From an optimization exercise on the open Yosys and OpenROAD flow, aimed at small area, a short achievable clock period and few clock cycles; shortcuts taken in it are not production practice. Power and IR drop assume default switching activity.

==> job 1558 <==
==> flow/design.v <==
module crc16_step (
    input  wire [15:0] crc_in,
    input  wire [7:0]  data,
    output reg  [15:0] crc_out
);
    integer k;
    always @(*) begin
        crc_out = crc_in ^ {data, 8'h00};
        for (k = 0; k < 8; k = k + 1)
            crc_out = crc_out[15] ? ({crc_out[14:0], 1'b0} ^ 16'h1021)
                                  : {crc_out[14:0], 1'b0};
    end
endmodule
module nabu_engine (
    input  wire        clk,
    input  wire        rst,
    input  wire        rx_valid,
    output wire        rx_ready,
    input  wire [7:0]  rx_data,
    output wire        tx_valid,
    input  wire        tx_ready,
    output wire [7:0]  tx_data,
    output wire        st_req_valid,
    input  wire        st_req_ready,
    output wire [23:0] st_seg,
    output wire [7:0]  st_pkt,
    input  wire        st_rsp_valid,
    output wire        st_rsp_ready,
    input  wire [1:0]  st_rsp_kind,
    input  wire [15:0] st_rsp_len,
    input  wire [15:0] st_rsp_offset,
    input  wire        st_rsp_last,
    input  wire        st_dat_valid,
    output wire        st_dat_ready,
    input  wire [7:0]  st_dat,
    input  wire [7:0]  tod_wd,
    input  wire [7:0]  tod_mo,
    input  wire [7:0]  tod_dd,
    input  wire [7:0]  tod_hh,
    input  wire [7:0]  tod_mi,
    input  wire [7:0]  tod_ss
);
    localparam [2:0] C_NONE = 3'd0,      
                     C_A    = 3'd1,      
                     C_82   = 3'd2,
                     C_83   = 3'd3,
                     C_1E   = 3'd4,
                     C_05   = 3'd5,
                     C_84   = 3'd6;
    localparam [3:0] ST_LOOK = 4'd9;
    reg         m_rx, m_ack, m_lkr, m_hdr, m_pay, m_crch, m_crcl;
    reg         rx_rdy;          
    reg         req_v;           
    reg         dat_rdy;         
    reg         q_v;             
    reg  [7:0]  q;
    reg  [2:0]  cls;             
    reg  [3:0]  stage;           
    reg         ffff;            
    reg  [2:0]  aptr;            
    reg  [1:0]  acnt;            
    reg         alk;             
    reg  [7:0]  r0, r1, r2, r3, r4, r5;
    reg         ld_last;
    reg         ld_time;
    reg         ld_framed;
    reg  [15:0] cnt;             
    reg  [4:0]  idx;             
    reg  [15:0] crc;
    reg         s_valid, s_esc, s_abs;
    reg  [7:0]  s_data;
    reg         o_valid, o_esc, o_dup, o_abs;
    reg  [7:0]  o_data;
    reg [7:0] ack_byte;
    always @(*) begin
        case (aptr)
        3'd0: ack_byte = 8'h10;
        3'd1: ack_byte = 8'h06;
        3'd2: ack_byte = 8'hE4;
        3'd3: ack_byte = 8'h91;
        3'd4: ack_byte = 8'h1F;
        3'd5: ack_byte = 8'h10;
        3'd6: ack_byte = 8'hE1;
        default: ack_byte = 8'h90;
        endcase
    end
    wire [7:0] ptype = ld_last ? 8'h30 : (r0 == 8'h00) ? 8'hA1 : 8'h20;
    reg  [7:0] hdr_const;
    reg        v_r0, v_rot, v_pt;
    always @(*) begin
        hdr_const = 8'h00;
        v_r0  = 1'b0;
        v_rot = 1'b0;
        v_pt  = 1'b0;
        if (ld_time) begin
            case (idx)
            5'd0, 5'd5, 5'd9:             hdr_const = 8'h7F;
            5'd1, 5'd2, 5'd6, 5'd7, 5'd8: hdr_const = 8'hFF;
            5'd10:                        hdr_const = 8'h80;
            5'd11:                        hdr_const = 8'h30;
            5'd16, 5'd17:                 hdr_const = 8'h02;
            5'd19:                        hdr_const = 8'h54;
            5'd18, 5'd20, 5'd21, 5'd22, 5'd23, 5'd24: begin v_r0 = 1'b1; v_rot = 1'b1; end
            default: ;
            endcase
        end else begin
            case (idx[3:0])
            4'd0, 4'd1, 4'd2, 4'd12, 4'd14, 4'd15: begin v_r0 = 1'b1; v_rot = 1'b1; end
            4'd3:             v_r0 = 1'b1;
            4'd4:             hdr_const = 8'h01;
            4'd5, 4'd9:       hdr_const = 8'h7F;
            4'd6, 4'd7, 4'd8: hdr_const = 8'hFF;
            4'd10:            hdr_const = 8'h80;
            4'd11:            v_pt = 1'b1;
            default: ;
            endcase
        end
    end
    wire [7:0] hdr_byte = hdr_const | ({8{v_r0}} & r0) | ({8{v_pt}} & ptype);
    wire       hdr_last = ld_time ? (idx == 5'd26) : (idx[3:0] == 4'd15);
    wire [7:0] cur = ({8{m_ack}}  & ack_byte)   |
                     ({8{m_hdr}}  & hdr_byte)   |
                     ({8{m_pay}}  & st_dat)     |
                     ({8{m_crch}} & ~crc[15:8]) |
                     ({8{m_crcl}} & ~crc[7:0]);
    wire cur_abs = m_hdr | m_pay;
    wire cur_esc = m_hdr | m_pay | m_crch | m_crcl;
    wire take = st_dat_valid & dat_rdy;
    wire have = m_ack | m_hdr | (m_pay & take) | (m_crch & ~o_abs) | m_crcl;
    wire push = have & ~s_valid;
    wire cnt_one  = (cnt == 16'd1);
    wire cnt_zero = (cnt == 16'd0);
    wire ack_last = m_ack & push & (acnt == 2'd0);
    wire proc     = q_v & (m_rx | (ack_last & ~alk));
    reg        q_known;
    reg  [2:0] q_cls;
    always @(*) begin
        q_known = 1'b1;
        case (q)
        8'h85, 8'h81: q_cls = C_A;
        8'h82:        q_cls = C_82;
        8'h83:        q_cls = C_83;
        8'h1E:        q_cls = C_1E;
        8'h05:        q_cls = C_05;
        8'h84:        q_cls = C_84;
        8'h0F:        q_cls = C_NONE;
        default: begin q_cls = C_NONE; q_known = 1'b0; end
        endcase
    end
    wire [2:0] eff = (stage != 4'd0) ? cls : (q_known ? q_cls : cls);
    wire is_time_seg = (q == 8'h7F) & ffff;
    wire is_rst_pat  = ((q == 8'h00) & ({r1, r2} == 16'h0083)) | (r3 == 8'h83);
    reg  [3:0] n_stage;
    reg        ack_go;
    reg  [2:0] n_aptr;
    reg  [1:0] n_acnt;
    reg        lk_go;
    reg        r3_we, r2_we, r1_we, r0_we, time_go;
    reg        send;
    always @(*) begin
        n_stage = 4'd0;
        ack_go  = 1'b0;
        n_aptr  = 3'd0;
        n_acnt  = 2'd0;
        lk_go   = 1'b0;
        r3_we   = 1'b0;
        r2_we   = 1'b0;
        r1_we   = 1'b0;
        r0_we   = 1'b0;
        time_go = 1'b0;
        send    = 1'b0;
        if (stage == 4'd0) begin
            case (eff)
            C_A, C_82, C_84: begin ack_go = 1'b1; n_aptr = 3'd0; n_acnt = 2'd1; n_stage = 4'd1; end
            C_83:            begin ack_go = 1'b1; n_aptr = 3'd0; n_acnt = 2'd2; end
            C_1E:            begin ack_go = 1'b1; n_aptr = 3'd5; n_acnt = 2'd1; end
            C_05:            begin ack_go = 1'b1; n_aptr = 3'd2; n_acnt = 2'd0; end
            default: ;
            endcase
        end else if (cls == C_A) begin
            if (stage == 4'd1) n_stage = 4'd2;
            else begin ack_go = 1'b1; n_aptr = 3'd2; n_acnt = 2'd0; end
        end else if (cls == C_82) begin
            ack_go = 1'b1; n_aptr = 3'd4; n_acnt = 2'd2;
        end else begin
            case (stage)
            4'd1: begin r3_we = 1'b1; n_stage = 4'd2; end
            4'd2: begin r2_we = 1'b1; n_stage = 4'd3; end
            4'd3: begin r1_we = 1'b1; n_stage = 4'd4; end
            4'd4: begin
                ack_go = 1'b1;
                n_aptr = 3'd2;
                if (is_time_seg) begin
                    time_go = 1'b1;
                    n_acnt  = 2'd1;
                    n_stage = 4'd7;
                end else begin
                    r0_we = 1'b1;
                    if (!is_rst_pat) begin
                        lk_go   = 1'b1;
                        n_stage = ST_LOOK;
                    end
                end
            end
            4'd5: begin if (q == 8'h10) n_stage = 4'd6; end
            4'd7: begin
                if (q == 8'h10) n_stage = 4'd8;
                else begin ack_go = 1'b1; n_aptr = 3'd0; n_acnt = 2'd2; end
            end
            4'd8: begin if (q == 8'h06) send = 1'b1; end
            default: ;
            endcase
        end
    end
    wire st_hdr   = send & ~ld_framed;
    wire st_pay   = send & ld_framed & ~cnt_zero;
    wire st_close = send & ld_framed & cnt_zero;
    wire rx_fire = rx_valid & rx_rdy;
    wire p4      = (stage == 4'd4) & (cls == C_84) & ffff & ~q_v;
    wire tod_cap = rx_fire & p4 & (rx_data == 8'h7F);
    wire [5:0] hh_hi = tod_hh[7:2];
    wire [1:0] hh_m3 = hh_hi % 6'd3;
    wire o_stall   = o_esc & ~o_dup & (o_data == 8'h10);
    wire o_free    = ~o_valid | (tx_ready & ~o_stall);
    wire s_valid_n = o_free ? 1'b0 : (s_valid | push);
    wire [15:0] crc_nx;
    crc16_step u_crc (
        .crc_in  (crc),
        .data    (o_data),
        .crc_out (crc_nx)
    );
    wire rsp_fire = m_lkr & st_rsp_valid;
    wire hdr_done = m_hdr & push & hdr_last;
    wire pay_done = m_pay & push & cnt_one;
    wire close_go = (pay_done & ld_framed) | (m_crcl & push);
    wire p_ack = proc & (ack_go | st_close);
    wire p_hdr = proc & st_hdr;
    wire p_pay = proc & st_pay;
    wire p_rx  = proc & ~(ack_go | send);
    wire n_m_rx   = p_rx | (m_rx & ~proc) | (ack_last & ~alk & ~proc) |
                    (rsp_fire & (st_rsp_kind == 2'd3));
    wire n_m_ack  = p_ack | (m_ack & ~ack_last) |
                    (rsp_fire & (st_rsp_kind != 2'd3)) | close_go;
    wire n_m_lkr  = (m_lkr & ~st_rsp_valid) | (ack_last & alk);
    wire n_m_hdr  = p_hdr | (m_hdr & ~hdr_done);
    wire n_m_pay  = p_pay | (m_pay & ~pay_done) |
                    (hdr_done & ~ld_time & ~cnt_zero);
    wire n_m_crch = (m_crch & ~push) | (pay_done & ~ld_framed) |
                    (hdr_done & (ld_time | cnt_zero));
    wire n_m_crcl = (m_crcl & ~push) | (m_crch & push);
    wire [3:0] stage_n = proc ? n_stage :
                         rsp_fire ? ((st_rsp_kind == 2'd0) ? 4'd5 :
                                     (st_rsp_kind == 2'd3) ? 4'd0 : 4'd7) :
                         stage;
    wire [2:0] cls_n   = proc ? eff : cls;
    wire       q_v_n   = rx_fire | (q_v & ~proc);
    wire [2:0] aptr_n = proc ? (st_close ? 3'd5 : n_aptr) :
                        rsp_fire ? ((st_rsp_kind == 2'd0) ? 3'd7 : 3'd3) :
                        close_go ? 3'd5 :
                        (m_ack & push) ? aptr + 3'd1 : aptr;
    wire [1:0] acnt_n = proc ? (st_close ? 2'd1 : n_acnt) :
                        rsp_fire ? 2'd0 :
                        close_go ? 2'd1 :
                        (m_ack & push) ? acnt - 2'd1 : acnt;
    wire       alk_n  = proc ? lk_go : rsp_fire ? 1'b0 : alk;
    wire consume_n = n_m_rx | (n_m_ack & (acnt_n == 2'd0) & ~alk_n & ~s_valid_n);
    wire rx_rdy_n  = ~q_v_n | (consume_n & ~((stage_n == 4'd3) & (cls_n == C_84)));
    always @(posedge clk) begin
        if (rst) begin
            m_rx    <= 1'b1;
            m_ack   <= 1'b0;
            m_lkr   <= 1'b0;
            m_hdr   <= 1'b0;
            m_pay   <= 1'b0;
            m_crch  <= 1'b0;
            m_crcl  <= 1'b0;
            rx_rdy  <= 1'b0;
            req_v   <= 1'b0;
            dat_rdy <= 1'b0;
            q_v     <= 1'b0;
            cls     <= C_NONE;
            stage   <= 4'd0;
            s_valid <= 1'b0;
            o_valid <= 1'b0;
            o_esc   <= 1'b0;
            o_dup   <= 1'b0;
            o_abs   <= 1'b0;
        end else begin
            m_rx    <= n_m_rx;
            m_ack   <= n_m_ack;
            m_lkr   <= n_m_lkr;
            m_hdr   <= n_m_hdr;
            m_pay   <= n_m_pay;
            m_crch  <= n_m_crch;
            m_crcl  <= n_m_crcl;
            rx_rdy  <= rx_rdy_n;
            dat_rdy <= n_m_pay & ~s_valid_n;
            q_v     <= q_v_n;
            stage   <= stage_n;
            cls     <= cls_n;
            if (proc & lk_go)
                req_v <= 1'b1;
            else if (st_req_ready)
                req_v <= 1'b0;
            if (o_free) begin
                o_dup <= 1'b0;
                if (s_valid) begin
                    o_valid <= 1'b1;
                    o_data  <= s_data;
                    o_esc   <= s_esc;
                    o_abs   <= s_abs;
                end else if (push) begin
                    o_valid <= 1'b1;
                    o_data  <= cur;
                    o_esc   <= cur_esc;
                    o_abs   <= cur_abs;
                end else begin
                    o_valid <= 1'b0;
                    o_abs   <= 1'b0;
                end
            end else begin
                o_abs <= 1'b0;
                if (tx_ready)
                    o_dup <= 1'b1;
            end
            s_valid <= s_valid_n;
        end
    end
    always @(posedge clk) begin
        if (rx_fire)
            q <= rx_data;
        if (!o_free && push) begin
            s_data <= cur;
            s_esc  <= cur_esc;
            s_abs  <= cur_abs;
        end
        aptr <= aptr_n;
        acnt <= acnt_n;
        alk  <= alk_n;
        if (tod_cap) begin
            r0 <= tod_wd;
            r1 <= tod_mo;
            r2 <= tod_dd;
            r3 <= {4'h0, hh_m3, tod_hh[1:0]};
            r4 <= tod_mi;
            r5 <= tod_ss;
        end else if (rsp_fire) begin
            r4 <= st_rsp_offset[15:8];
            r5 <= st_rsp_offset[7:0];
        end else if (m_hdr & push & v_rot) begin
            r0 <= r1;
            r1 <= r2;
            r2 <= r3;
            r3 <= r4;
            r4 <= r5;
            r5 <= r0;
        end else if (proc) begin
            if (r3_we) r3 <= q;
            if (r2_we) r2 <= q;
            if (r1_we) r1 <= q;
            if (r0_we) r0 <= q;
        end
        if (proc & r1_we)
            ffff <= (q == 8'hFF) & (r2 == 8'hFF);
        if (proc & time_go) begin
            ld_time   <= 1'b1;
            ld_framed <= 1'b0;
        end else if (rsp_fire) begin
            ld_last   <= st_rsp_last;
            ld_time   <= 1'b0;
            ld_framed <= (st_rsp_kind == 2'd1);
        end
        if (rsp_fire)
            cnt <= st_rsp_len;
        else if (m_pay & push)
            cnt <= cnt - 16'd1;
        if (proc)
            idx <= 5'd0;
        else if (m_hdr & push)
            idx <= idx + 5'd1;
        if (proc)
            crc <= 16'hFFFF;
        else if (o_abs)
            crc <= crc_nx;
    end
    assign rx_ready     = rx_rdy;
    assign tx_valid     = o_valid;
    assign tx_data      = o_data;
    assign st_req_valid = req_v;
    assign st_seg       = {r0, r1, r2};
    assign st_pkt       = r3;
    assign st_rsp_ready = m_lkr;
    assign st_dat_ready = dat_rdy;
endmodule
==> flow/run.sh <==
#!/bin/bash
# synth_recipe.tcl (not shown) runs the flow's synth.tcl, then flattens the netlist and writes it again
# the make line also repeats each setting of config.mk as NAME=value (left out here)
make -C /OpenROAD-flow-scripts/flow DESIGN_CONFIG=/design/flow/config.mk WORK_HOME=/design/flow/orfs CLKGATE_MAP_FILE= SYNTH_SCRIPT=/design/flow/synth_recipe.tcl finish
==> flow/config.mk <==
export PLATFORM = sky130hd
export DESIGN_NAME = nabu_engine
export DESIGN_NICKNAME = nabu_engine
export VERILOG_FILES = /design/flow/design.v
export SDC_FILE = /design/flow/constraint.sdc
export NUM_CORES = 4
export LEC_CHECK = 0
export CAP_MARGIN = 20
export CORE_MARGIN = 2
export CORE_UTILIZATION = 40
export SETUP_SLACK_MARGIN = 2.6
export SLEW_MARGIN = 20
==> flow/constraint.sdc <==
create_clock -name core_clock -period 5.0 [get_ports {clk}]
set_input_delay 1.0000 -clock core_clock [delete_from_list [all_inputs] [get_ports {clk}]]
set_output_delay 1.0000 -clock core_clock [all_outputs]
set_load 0.01 [all_outputs]
==> job 2619: changes against job 1558 <==
==> flow/flow/run.sh (new file) <==
#!/bin/bash
# The standard layout, with the port buffers made of buf_2 cells instead of
# the cell buffer_ports picks by default. The output of the whole run goes to
# standard.log in the folder this runs in.
export BUFFER_PORTS_ARGS="-buffer_cell sky130_fd_sc_hd__buf_2"
bash standard.sh > standard.log 2>&1
==> flow/standard.sh (new file) <==
#!/bin/bash
# synth_recipe.tcl (not shown) runs the flow's synth.tcl, then flattens the netlist and writes it again
# the make line also repeats each setting of config.mk as NAME=value (left out here)
make -C /OpenROAD-flow-scripts/flow DESIGN_CONFIG=/design/flow/config.mk WORK_HOME=/design/flow/orfs CLKGATE_MAP_FILE= SYNTH_SCRIPT=/design/flow/synth_recipe.tcl "${@:-finish}"
--- a/flow/config.mk
+++ b/flow/config.mk
@@ -9,4 +9,3 @@
 export CORE_MARGIN = 2
 export CORE_UTILIZATION = 40
-export SETUP_SLACK_MARGIN = 2.6
 export SLEW_MARGIN = 20
removed: flow/run.sh
==> comparison <==
Job 1558 passed the timing, DRC and antenna checks. Job 2619 passed the timing, DRC and antenna checks.
Between job 2619 and job 1558, the lower design area is in job 2619 (gap about 20%, measured against job 1558).
Clock skew: job 2619 is higher than job 1558 (0.0080 ns).
Against job 1558, the clock power of job 2619 is smaller by about 3%.
Count of clock-buffer cells in the layout is the same in job 2619 and job 1558.
Between job 1558 and job 2619, the lower global-route usage is in job 2619 (gap 2.0 points).
In critical path depth, job 2619 and job 1558 do not differ.
Between job 2619 and job 1558, the lower routed wire length is in job 2619 (gap about 13%, measured against job 1558).
Die area is the same in job 1558 and job 2619.
==> figures <==
| quantity | job 2619 | job 1558 |
|---|---|---|
| Run status | timing/DRC/antenna clean | timing/DRC/antenna clean |
| Fraction of final layout cells with drive strength greater than 1 | 0.198 | 0.240 |
| Via density per instance | 5.59 | 5.66 |
| Final period util | 0.650 | 0.529 |
| Reg2Reg Launch Point | stage[1] | q[0] |
| Wire length of the first global-routing pass | 40800 um | 44000 um |
| Number of standard cells in the layout, taps in and fillers out | 1397 | 1509 |
| Sw frac | 0.268 | 0.238 |
| End of the critical path | r4[5] | rx_rdy |
| Total half-perimeter wirelength after legalization and detailed placement | 19100 um | 18700 um |
| Setup repair after global routing missed its margin | no | yes |
| Sequential power | 1.42 mW | 1.41 mW |
| Global-route usage over all layers | 0.220 | 0.240 |
| Register fraction of the total cell area | 0.392 | 0.316 |
| Crit path buffers/inverters | 2 | 0 |
| Weighted congestion at the end of routability-driven global placement | 0.915 | 0.893 |
| Postcts setup bufs | 0 | 70 |
No run of this note included a check of the RTL's function; only the layout flow was run.

==> afterwards: timing with drivers on the ports <==
In the flow no input, the clock included, has a driving cell. The finished layouts below were timed again as built, in two steps. Step 1: set_driving_cell puts a clkbuf_16 on clk and a buf_2 on each other input, an assumption about the parent block. Step 2 also shifts input and output timing later by t, the mid clock arrival at the registers, as if the neighbouring blocks saw the same clock. a / b / c = ideal ports / drivers / drivers and shift; a / b = the first two.
run	shift t [ns]	setup WS [ns]	worst hold slack (ns)	worst setup path after step 2	worst data-port slew with drivers (ns)
job 1558	0.470	2.355 / 2.355 / 1.926	0.487 / 0.487 / 0.487	input to register	0.06
job 2619	0.480	1.751 / 1.751 / 1.631	0.498 / 0.498 / 0.498	input to register	0.05
After both steps setup and hold are still met in every run listed. The setup slack of job 1558, which loses most, moves by 0.000 ns with the drivers and by -0.429 ns with both steps.
